Background: an optimization exercise with open tools, aiming at small area, a short achievable clock period and few clock cycles. Do not read the settings as production practice. Only the layout flow was run in this run; the RTL was not checked for function there. Power and IR drop assume default switching activity.

File: flow/config.mk
export PLATFORM = sky130hd
export DESIGN_NAME = mbrtu_server
export DESIGN_NICKNAME = mbrtu_server
export VERILOG_FILES = /design/flow/design.v
export SDC_FILE = /design/flow/constraint.sdc
export NUM_CORES = 4
export LEC_CHECK = 0
export CAP_MARGIN = 20
export CORE_MARGIN = 2
export CORE_UTILIZATION = 40
export SLEW_MARGIN = 20
File: flow/constraint.sdc
create_clock -name core_clock -period 10.0 [get_ports {clk}]
set_input_delay 2.0000 -clock core_clock [delete_from_list [all_inputs] [get_ports {clk}]]
set_output_delay 2.0000 -clock core_clock [all_outputs]
set_load 0.01 [all_outputs]
File: flow/design.v
module mbrtu_server (
    input  wire         clk,
    input  wire         rst,
    input  wire [7:0]   rx_data,
    input  wire         rx_valid,
    input  wire         rx_last,
    output wire         rx_ready,
    output reg  [7:0]   tx_data,
    output reg          tx_valid,
    output reg          tx_last,
    input  wire         tx_ready,
    input  wire [31:0]  di_in,
    input  wire [127:0] ir_in
);
    localparam BUF_CAP = 68;           
    function [15:0] crc_byte(input [15:0] c, input [7:0] d);
        integer k;
        reg [15:0] r;
        begin
            r = c ^ {8'h00, d};
            for (k = 0; k < 8; k = k + 1)
                r = r[0] ? ((r >> 1) ^ 16'hA001) : (r >> 1);
            crc_byte = r;
        end
    endfunction
    function [15:0] crc_unstep(input [15:0] c);
        integer k;
        reg [15:0] r;
        begin
            r = c;
            for (k = 0; k < 8; k = k + 1)
                r = {r[14:0] ^ (r[15] ? 15'h2001 : 15'h0000), r[15]};
            crc_unstep = r;
        end
    endfunction
    reg [8*BUF_CAP-1:0] rbv;
    reg [6:0]  wptr;       
    reg [15:0] pcrc;       
    reg [6:0]  blen;       
    reg [6:0]  rptr;       
    reg [6:0]  qidx;       
    reg [7:0]  rd_q;       
    reg        rx_rdy;
    reg        in_v, in_l;
    reg [7:0]  in_d;
    assign rx_ready = rx_rdy;
    localparam R_RECV = 2'd0;
    localparam R_SCAN = 2'd1;
    localparam R_MOVE = 2'd2;
    localparam R_WAIT = 2'd3;
    reg [1:0]  rst_q;      
    reg        prime;      
    reg [15:0] tcrc;       
    reg        fnd;
    reg [6:0]  fs;
    reg        need_ho;    
    reg        need_cm;    
    reg        p_exc;
    reg        p_code3;
    reg [1:0]  cm_st;      
    reg [6:0]  cm_cr;      
    reg [2:0]  cm_lane;
    reg [4:0]  cm_hp;
    reg [4:0]  cm_hc;
    reg        cm_half;
    reg [7:0]  whi;
    reg [63:0] coils;
    reg [511:0] hrv;
    wire       mv_v  = (rst_q == R_MOVE) && !prime;
    wire       ap_v  = in_v | mv_v;
    wire [7:0] ap_d  = in_v ? in_d : rd_q;
    wire       ap_l  = in_v ? in_l : (qidx == blen - 7'd1);
    wire [15:0] ap_crc = crc_byte(pcrc, ap_d);
    wire [6:0] n_new = wptr + 7'd1;
    wire [7:0]  h_fc  = rbv[15:8];
    wire [15:0] h_cnt = {rbv[39:32], rbv[47:40]};
    wire [7:0]  h_bc  = rbv[55:48];
    wire [6:0]  dlen  = n_new - 7'd4;
    wire [16:0] nb17  = {1'b0, h_cnt} + 17'd7;
    wire [13:0] h_nb  = nb17[16:3];
    wire        cnz   = (h_cnt != 16'd0);
    wire f_rb = (h_fc == 8'h01) || (h_fc == 8'h02);
    wire f_rr = (h_fc == 8'h03) || (h_fc == 8'h04);
    wire f_wc = (h_fc == 8'h0F);
    wire f_wr = (h_fc == 8'h10);
    wire ok_rb = (dlen == 7'd4) && cnz && (h_cnt <= 16'd2000);
    wire ok_rr = (dlen == 7'd4) && cnz && (h_cnt <= 16'd125);
    wire ok_wc = cnz && (h_cnt <= 16'd1968) && ({6'd0, h_bc} == h_nb) &&
                 ({7'd0, dlen} == h_nb + 14'd5);
    wire ok_wr = cnz && (h_cnt <= 16'd123) && (h_bc == {h_cnt[6:0], 1'b0}) &&
                 (dlen == {h_cnt[5:0], 1'b0} + 7'd5);
    wire legal = f_rb | f_rr | f_wc | f_wr;
    wire valid = (f_rb & ok_rb) | (f_rr & ok_rr) | (f_wc & ok_wc) | (f_wr & ok_wr);
    wire [15:0] tcrc_n = crc_unstep(tcrc) ^ {8'h00, rd_q};
    wire        s_hit  = (tcrc_n == 16'hFFFF) && (qidx <= blen - 7'd5);
    localparam G_IDLE = 3'd0;
    localparam G_FC   = 3'd1;
    localparam G_B2   = 3'd2;
    localparam G_DATA = 3'd3;
    localparam G_CRCL = 3'd4;
    localparam G_CRCH = 3'd5;
    reg [2:0]  g;
    reg        tx_body;
    reg [15:0] crc;
    reg [7:0]  t_fc, t_aH, t_aL, t_cH, t_cL;
    reg        t_exc, t_rb, t_rr, t_wr;
    reg [1:0]  ws;
    reg        half;
    wire        ld = !tx_valid || tx_ready;
    wire        ho = ld && (g == G_IDLE) && need_ho;
    wire [15:0] crc_cur = tx_body ? crc_byte(crc, tx_data) : crc;
    wire [15:0] t_cnt = {t_cH, t_cL};
    wire [63:0] bsrc = t_fc[1] ? {di_in, di_in} : coils;
    wire [2:0]  bq = t_aL[5:3];
    wire [2:0]  bq1 = bq + 3'd1;
    wire [15:0] bw = {bsrc[bq1*8 +: 8], bsrc[bq*8 +: 8]};
    wire [15:0] bsh = bw >> t_aL[2:0];
    reg  [7:0]  bmask;
    always @(*) begin
        if (t_cnt[10:3] != 8'd0)
            bmask = 8'hFF;
        else
            bmask = ~(8'hFF << t_cnt[2:0]);
    end
    wire [7:0]  bbyte = bsh[7:0] & bmask;
    wire [15:0] rv = t_fc[2] ? ir_in[t_aL[2:0]*16 +: 16] : hrv[t_aL[4:0]*16 +: 16];
    wire [7:0]  rbyte = half ? rv[7:0] : rv[15:8];
    wire [11:0] h_tnb_s = {1'b0, t_cnt[10:0]} + 12'd7;
    wire [8:0]  h_tnb = h_tnb_s[11:3];
    reg [7:0] nb_byte;
    always @(*) begin
        if (t_rb)
            nb_byte = h_tnb[7:0];
        else if (t_rr)
            nb_byte = {t_cL[6:0], 1'b0};
        else
            nb_byte = t_aH;
    end
    reg [7:0] dbyte;
    always @(*) begin
        if (t_rb)
            dbyte = bbyte;
        else if (t_rr)
            dbyte = rbyte;
        else
            case (ws)
                2'd0:    dbyte = t_aL;
                2'd1:    dbyte = t_cH;
                default: dbyte = t_cL;
            endcase
    end
    wire d_last = t_rb ? (t_cnt[10:0] <= 11'd8) :
                  t_rr ? (half && t_cnt[6:0] == 7'd1) :
                         (ws == 2'd2);
    wire tx_reading = (g == G_FC) || (g == G_B2) || (g == G_DATA);
    wire cf_coils = tx_reading && t_rb && !t_fc[1];
    wire cf_hr    = tx_reading && t_rr && !t_fc[2];
    wire is_wc    = (rbv[15:8] == 8'h0F);
    wire cm_go    = need_cm && (cm_st == 2'd0) && !(is_wc ? cf_coils : cf_hr);
    wire [15:0] c_cnt = {rbv[39:32], rbv[47:40]};
    wire [15:0] c_over = c_cnt - 16'd64;
    wire        c_big  = (c_cnt > 16'd64);
    wire [5:0]  c_j0   = c_big ? c_over[8:3] : 6'd0;
    wire [6:0]  c_cr0  = c_big ? {4'b1000, c_over[2:0]} : c_cnt[6:0];
    wire [2:0]  c_r    = rbv[26:24];
    wire [7:0]  c_mask = (cm_cr >= 7'd8) ? 8'hFF : ~(8'hFF << cm_cr[2:0]);
    wire [15:0] c_d16  = {8'h00, rd_q} << c_r;
    wire [15:0] c_m16  = {8'h00, c_mask} << c_r;
    wire [2:0]  cm_lane1 = cm_lane + 3'd1;
    wire        cm_run = (cm_st == 2'd2);
    wire        cm_fin = cm_run && (is_wc ? (cm_cr <= 7'd8) : (cm_half && cm_hc == 5'd1));
    integer i;
    always @(posedge clk) begin
        if (rst) begin
            coils <= 64'h0;
            hrv <= 512'h0;
        end else if (cm_run) begin
            if (is_wc) begin
                for (i = 0; i < 64; i = i + 1) begin
                    if (i / 8 == cm_lane && c_m16[i % 8])
                        coils[i] <= c_d16[i % 8];
                    else if (i / 8 == cm_lane1 && c_m16[8 + i % 8])
                        coils[i] <= c_d16[8 + i % 8];
                end
            end else if (cm_half)
                hrv[cm_hp*16 +: 16] <= {whi, rd_q};
        end
    end
    always @(posedge clk) begin
        if (ap_v)
            rbv[wptr*8 +: 8] <= ap_d;
    end
    always @(posedge clk)
        rd_q <= (rptr < BUF_CAP) ? rbv[rptr*8 +: 8] : 8'h00;
    always @(posedge clk) begin
        if (rst) begin
            rx_rdy  <= 1'b0;
            in_v    <= 1'b0;
            in_l    <= 1'b0;
            rst_q   <= R_RECV;
            wptr    <= 7'd0;
            pcrc    <= 16'hFFFF;
            need_ho <= 1'b0;
            need_cm <= 1'b0;
            cm_st   <= 2'd0;
            prime   <= 1'b0;
        end else begin
            in_v <= rx_valid & rx_rdy;
            in_l <= rx_last;
            in_d <= rx_data;
            if (rx_valid & rx_rdy & rx_last)
                rx_rdy <= 1'b0;
            qidx <= rptr;
            if (ap_v) begin
                wptr <= n_new;
                pcrc <= ap_crc;
            end
            case (rst_q)
            R_RECV: begin
                if (in_v && in_l) begin
                    if (n_new >= 7'd5 && ap_crc == 16'h0000) begin
                        rst_q   <= R_WAIT;
                        need_ho <= 1'b1;
                        need_cm <= valid & (f_wc | f_wr);
                        p_exc   <= ~valid;
                        p_code3 <= legal;
                    end else if (n_new >= 7'd5) begin
                        rst_q <= R_SCAN;
                        blen  <= n_new;
                        rptr  <= wptr;       
                        prime <= 1'b1;
                        tcrc  <= 16'h0000;
                        fnd   <= 1'b0;
                    end else
                        rx_rdy <= 1'b1;
                end else if (!rx_rdy && !in_v)
                    rx_rdy <= 1'b1;
            end
            R_SCAN: begin
                rptr  <= rptr - 7'd1;
                prime <= 1'b0;
                if (!prime) begin
                    tcrc <= tcrc_n;
                    if (s_hit) begin
                        fnd <= 1'b1;
                        fs  <= qidx;
                    end
                    if (qidx == 7'd1) begin
                        rst_q <= R_MOVE;
                        prime <= 1'b1;
                        wptr  <= 7'd0;
                        pcrc  <= 16'hFFFF;
                        if (s_hit)
                            rptr <= qidx;
                        else if (fnd)
                            rptr <= fs;
                        else
                            rptr <= blen - 7'd4;
                    end
                end
            end
            R_MOVE: begin
                rptr  <= rptr + 7'd1;
                prime <= 1'b0;
                if (mv_v && ap_l) begin
                    if (n_new >= 7'd5) begin
                        rst_q   <= R_WAIT;
                        need_ho <= 1'b1;
                        need_cm <= valid & (f_wc | f_wr);
                        p_exc   <= ~valid;
                        p_code3 <= legal;
                    end else begin
                        rst_q  <= R_RECV;
                        rx_rdy <= 1'b1;
                    end
                end
            end
            R_WAIT: begin
                if (ho)
                    need_ho <= 1'b0;
                case (cm_st)
                2'd0: if (cm_go) begin
                    cm_st   <= 2'd1;
                    rptr    <= 7'd7 + (is_wc ? {1'b0, c_j0} : 7'd0);
                    cm_cr   <= c_cr0;
                    cm_lane <= rbv[29:27] + c_j0[2:0];
                    cm_hp   <= rbv[28:24];
                    cm_hc   <= c_cnt[4:0];
                    cm_half <= 1'b0;
                end
                2'd1: begin
                    cm_st <= 2'd2;
                    rptr  <= rptr + 7'd1;
                end
                default: begin
                    rptr    <= rptr + 7'd1;
                    cm_cr   <= cm_cr - 7'd8;
                    cm_lane <= cm_lane1;
                    cm_half <= ~cm_half;
                    if (!cm_half)
                        whi <= rd_q;
                    else begin
                        cm_hp <= cm_hp + 5'd1;
                        cm_hc <= cm_hc - 5'd1;
                    end
                    if (cm_fin) begin
                        cm_st   <= 2'd0;
                        need_cm <= 1'b0;
                    end
                end
                endcase
                if ((!need_ho || ho) && (!need_cm || cm_fin)) begin
                    rst_q  <= R_RECV;
                    wptr   <= 7'd0;
                    pcrc   <= 16'hFFFF;
                    rx_rdy <= 1'b1;
                end
            end
            endcase
        end
    end
    always @(posedge clk) begin
        if (rst) begin
            tx_valid <= 1'b0;
            tx_last  <= 1'b0;
            g        <= G_IDLE;
        end else if (ld) begin
            case (g)
            G_IDLE: begin
                tx_last <= 1'b0;
                if (need_ho) begin
                    tx_valid <= 1'b1;
                    tx_data  <= rbv[7:0];
                    tx_body  <= 1'b1;
                    crc      <= 16'hFFFF;
                    g        <= G_FC;
                    t_fc  <= p_exc ? (rbv[15:8] | 8'h80) : rbv[15:8];
                    t_aH  <= p_exc ? (p_code3 ? 8'h03 : 8'h01) : rbv[23:16];
                    t_aL  <= rbv[31:24];
                    t_cH  <= rbv[39:32];
                    t_cL  <= rbv[47:40];
                    t_exc <= p_exc;
                    t_rb  <= !p_exc && (rbv[15:8] == 8'h01 || rbv[15:8] == 8'h02);
                    t_rr  <= !p_exc && (rbv[15:8] == 8'h03 || rbv[15:8] == 8'h04);
                    t_wr  <= !p_exc && (rbv[15:8] == 8'h0F || rbv[15:8] == 8'h10);
                end else
                    tx_valid <= 1'b0;
            end
            G_FC: begin
                crc     <= crc_cur;
                tx_data <= t_fc;
                g       <= G_B2;
            end
            G_B2: begin
                crc     <= crc_cur;
                tx_data <= nb_byte;
                ws      <= 2'd0;
                half    <= 1'b0;
                g       <= t_exc ? G_CRCL : G_DATA;
            end
            G_DATA: begin
                crc     <= crc_cur;
                tx_data <= dbyte;
                ws      <= ws + 2'd1;
                half    <= ~half;
                if (t_rb) begin
                    t_aL[5:3] <= bq1;
                    {t_cH, t_cL} <= t_cnt - 16'd8;
                end else if (t_rr && half) begin
                    t_aL <= t_aL + 8'd1;
                    {t_cH, t_cL} <= t_cnt - 16'd1;
                end
                if (d_last)
                    g <= G_CRCL;
            end
            G_CRCL: begin
                crc     <= crc_cur;
                tx_data <= crc_cur[7:0];
                tx_body <= 1'b0;
                g       <= G_CRCH;
            end
            default: begin
                tx_data <= crc[15:8];
                tx_last <= 1'b1;
                g       <= G_IDLE;
            end
            endcase
        end
    end
endmodule
File: flow/run.sh
#!/bin/bash
# synth_recipe.tcl (not shown) runs the flow's synth.tcl, then flattens the netlist and writes it again
# the make line also repeats each setting of config.mk as NAME=value (left out here)
make -C /OpenROAD-flow-scripts/flow DESIGN_CONFIG=/design/flow/config.mk WORK_HOME=/design/flow/orfs CLKGATE_MAP_FILE= SYNTH_SCRIPT=/design/flow/synth_recipe.tcl finish
==> flow_summary.toml <==
[run_status]
status = "complete, no violations"

[layout]
syn2layout_area_growth_pct = 12.3
fillers = 16300
seqCellArea_um2 = 33500
layout-drive-gt1-share_pct = 15.1
finish.instance_area_um2 = 78500
final_nets = 6662
multiInputGateArea_um2 = 34300

[timing]
worst_pin_slew_ps = 1150
setup_violations = 0
finalMaxSlewViolations = 0
maxSlewHeadroom_pct = 23.2
tns_ps = 0
skew_ps = 56.5
max_freq_ghz = 0.196
finalCritPeriodShare_pct = 51.1
final.min_clock_period_ps = 5110
hold_violations = 0
rsz0062_at_grt = "no"

[setup_path]
crit_top_cell = "xnor2_1"
cp.required_ps = 10500
cp-start-kind = "flip-flop"
crit_chain = "mux2i_4, buf_4, xnor2_1, xnor2_1, xor2_1, xnor2_1, ha_1, xor2_1, nor4_1, and4_1, nand3_1, nand2_1, a221oi_1, clkbuf_2"
path_max_fanout = 53
cp_slowest_cell = "dfxtp_2"
cpPeakStageDelay_ps = 830
path_class = "flip-flop to flip-flop"
cp.arrival_ps = 5600
rr_worst_depth = 14
endpoint_kind = "flip-flop"

[place]
portBuffers = 183
globalplace.congestion = 0.944
placed_area_um2 = 73600
hpwlAfterDp_um = 139000

[synthesis]
netlist_area_um2 = 69900
yosysSeqAreaShare_pct = 47.8
synth_cell_types = 95
async_flop_share_pct = 0
synth_ff_type = "edfxtp_1"
synth_edf_count = 699
synth_cells = 6537
ys_warn_count = 1
synth_area_per_cell_um2 = 10.7
ys_ff_latch = 1321
syn_nets = 6769

[grt]
grt_pass1_vias = 49674
grt_usage_pct = 23.3
antenna_found_initial = 3
grt_start_max_net_pins = 210
grt_pass1_wl_um = 321000
globalRoute.totalOverflow = 0

[clocking]
numCtsBuffers = 149
hold_buffers = 0
clkSinkCount = 1321
clock_latency_ps = 800
cts_tree = "built"
clkTransAtPathRegs_ps = 60
htree_levels = 4
root_buffer = "clkbuf_16"
cts_resized = 0
clockBufferDepth = 3
cts_setup_buffers = 0

[pwr]
p_leak_nw = 26.8
power_density_nw_per_um2 = 157
finalPower_w = 0.0123
peakVddDrop_mv = 0.183

[die]
dieWidth_um = 422
core_um2 = 174000
rows = 153
fp.dieH_um = 422
start_util_pct = 40.2
die_area_um2 = 178000
io_pins = 184

[route]
drt_first_pass_iters = 5
wirelength_um = 213000
num_vias = 52048
via_per_inst = 5.86
wire_per_inst_um = 24.0
drc = 0
ant_nets = 0
drt_iter0_markers = 5317

[job]
drv_cap = 0

[hold_path]
holdPathStages = 2
hold_path_class = "flip-flop to flip-flop"
==> worst max-delay path: cells and delay by family (launching register included) <==
family / cells / cell delay [ps]
buffers and inverters: 2 / 890
AOI/OAI and AO/OA: 1 / 620
muxes: 1 / 330
xor gates and xnor gates: 5 / 1170
and+or+nand+nor: 4 / 680
adders and majority gates: 1 / 290
DFF: 1 / 830
==> final timing paths <==
path / slack [ps] / to / from
hold / removal: 450 / hrv[32] / hrv[32]
hold reg to reg: 450 / hrv[32] / hrv[32]
setup / recovery: 4890 / rptr[3] / in_v
setup reg to reg: 4890 / rptr[3] / in_v
==> state kept, by name (all words and copies together) (netlist names), 8 cells and up <==
register and flops:
rbv 544, hrv 512, coils 64, crc 16, pcrc 16, tcrc 16, in_d 8, rd_q 8
t_aH 8, t_aL 8, t_cH 8, t_cL 8, t_fc 8, tx_data 8, whi 8
==> cell families after synthesis <==
logic type	Yosys count	synth area share, %
compound gates	1221	10.1
simple gates	2125	13.1
fa+ha+maj	59	1.07
buf+inv	623	3.51
xor+xnor	183	2.42
flops	1321	47.8
mux	1005	22.0
==> stage by stage <==
stage | hold slack, ps | util [%] | cells | worst slack [ps]
floorplan | 406 | - | 6537 | 1140
global placement | 436 | 42.4 | 8600 | 4850
detailed placement | 444 | 42.4 | 8600 | 4800
CTS | 453 | 45.1 | 8870 | 4770
global route | 461 | 45.1 | 8874 | 4590
finish | 451 | 45.1 | 8875 | 4890
==> layer usage <==
| metal | wire length [um] | vias up | track usage (%) |
|---|---|---|---|
| li1 | - | 23763 | - |
| met1 | 89700 | 25916 | 31.5 |
| met2 | 99800 | 1973 | 37.4 |
| met3 | 14700 | 394 | 3.96 |
| met4 | 8360 | 2 | 8.81 |
| met5 | 9 | - | 0 |
==> power by group <==
group	internal, W	total [W]	switching [W]
clock	0.00308	0.00539	0.00231
combinational	0.000400	0.00101	0.000612
sequential	0.00581	0.00590	0.0000875
total	0.00929	0.0123	0.00301
==> layout by cell type (no fill, tap or decap), types with 15 or more instances in the layout <==
cell type        instances
clkinv_1                22
a21oi_1                520
mux2_2                 157
inv_1                   62
nor2b_1                 39
clkbuf_16              155
o21ai_0                393
xnor2_1                122
xor2_1                  54
edfxtp_1               699
nor4_1                  21
and2_1                  25
and3_1                  36
a22oi_1                 37
nand4_1                 26
mux4_2                 408
nor3_1                  78
dfxtp_1                613
nor2_1                 731
clkbuf_8                15
a32oi_1                 19
nand2b_1                38
clkdlybuf4s50_1        182
o31ai_1                 15
a211oi_1                25
buf_4                  107
a22o_1                  16
a31oi_1                 27
o22ai_1                 23
ha_1                    58
clkinv_2                22
mux2i_1                432
nand3_1                169
o2111a_1                15
nand2_1                844
or3_1                   16
o211ai_1                16
clkbuf_1                39
==> Yosys cell counts, types with 7 or more instances <==
master     instances  area, um2
a211oi_1          26        195
a21oi_1          520       2600
a221oi_1           8       70.1
a22o_1            16        140
a22oi_1           37        278
a311oi_1           9       78.8
a31oi_1           27        169
a32oi_1           19        166
and2_1            26        163
and3_1            36        225
buf_1             55        206
buf_2             79        395
clkbuf_1         418       1570
dfxtp_1          622      12500
edfxtp_1         699      21000
ha_1              58        726
inv_1             62        233
mux2_2           157       1770
mux2i_1          440       4400
mux4_2           408       9190
nand2_1          844       3170
nand2b_1          38        238
nand3_1          171        856
nand4_1           26        163
nor2_1           750       2820
nor2b_1           41        257
nor3_1            88        440
nor3b_1           14        105
nor4_1            21        131
nor4b_1            8       70.1
o2111a_1          15        169
o2111ai_1          9       78.8
o211ai_1          16        120
o21a_1            11       82.6
o21ai_0          393       1970
o22ai_1           23        144
o31ai_1           15        113
or2_2             13       81.3
or3_1             16        100
or4_1              7       52.6
xnor2_1          123       1080
xor2_1            54        473
==> cell type report <==
type                            instances  share of cell area [%]
Timing Repair Buffer                  297                    3.51
Multi-Input combinational cell       4593                    43.7
Sequential cell                      1321                    42.6
Inverter                               68                   0.336
Clock inverter                         61                   0.694
Tap cell                             2325                    3.71
Clock buffer                          209                    5.39
Antenna cell                            1                 0.00319

-- separate check: timing with driven ports --
The results above use ideal ports. As a check the final layout listed here was re-extracted and re-timed, cells and wires unchanged.
Step 1 sets driving cells, clkbuf_16 on the clock port and buf_2 on the other inputs (assumed; they add their load-dependent delay and slew).
Step 2 adds t to the input delays and takes it off the output delays; t is the mean of the earliest and latest rising clock arrival at the registers after step 1. Input paths then give back, and output paths get back, about the clock's delay inside the block.
Three values: ideal ports, drivers, drivers and shift; two values: the first two.
shift t [ns]: 0.847
slack for setup (ns): 4.895 / 4.895 / 4.864
latest minus earliest clock arrival (ns): 0.060 / 0.060
After both steps this run still meets setup and hold. For this run, drivers alone change the setup slack by 0.000 ns; drivers and shift together by -0.031 ns.
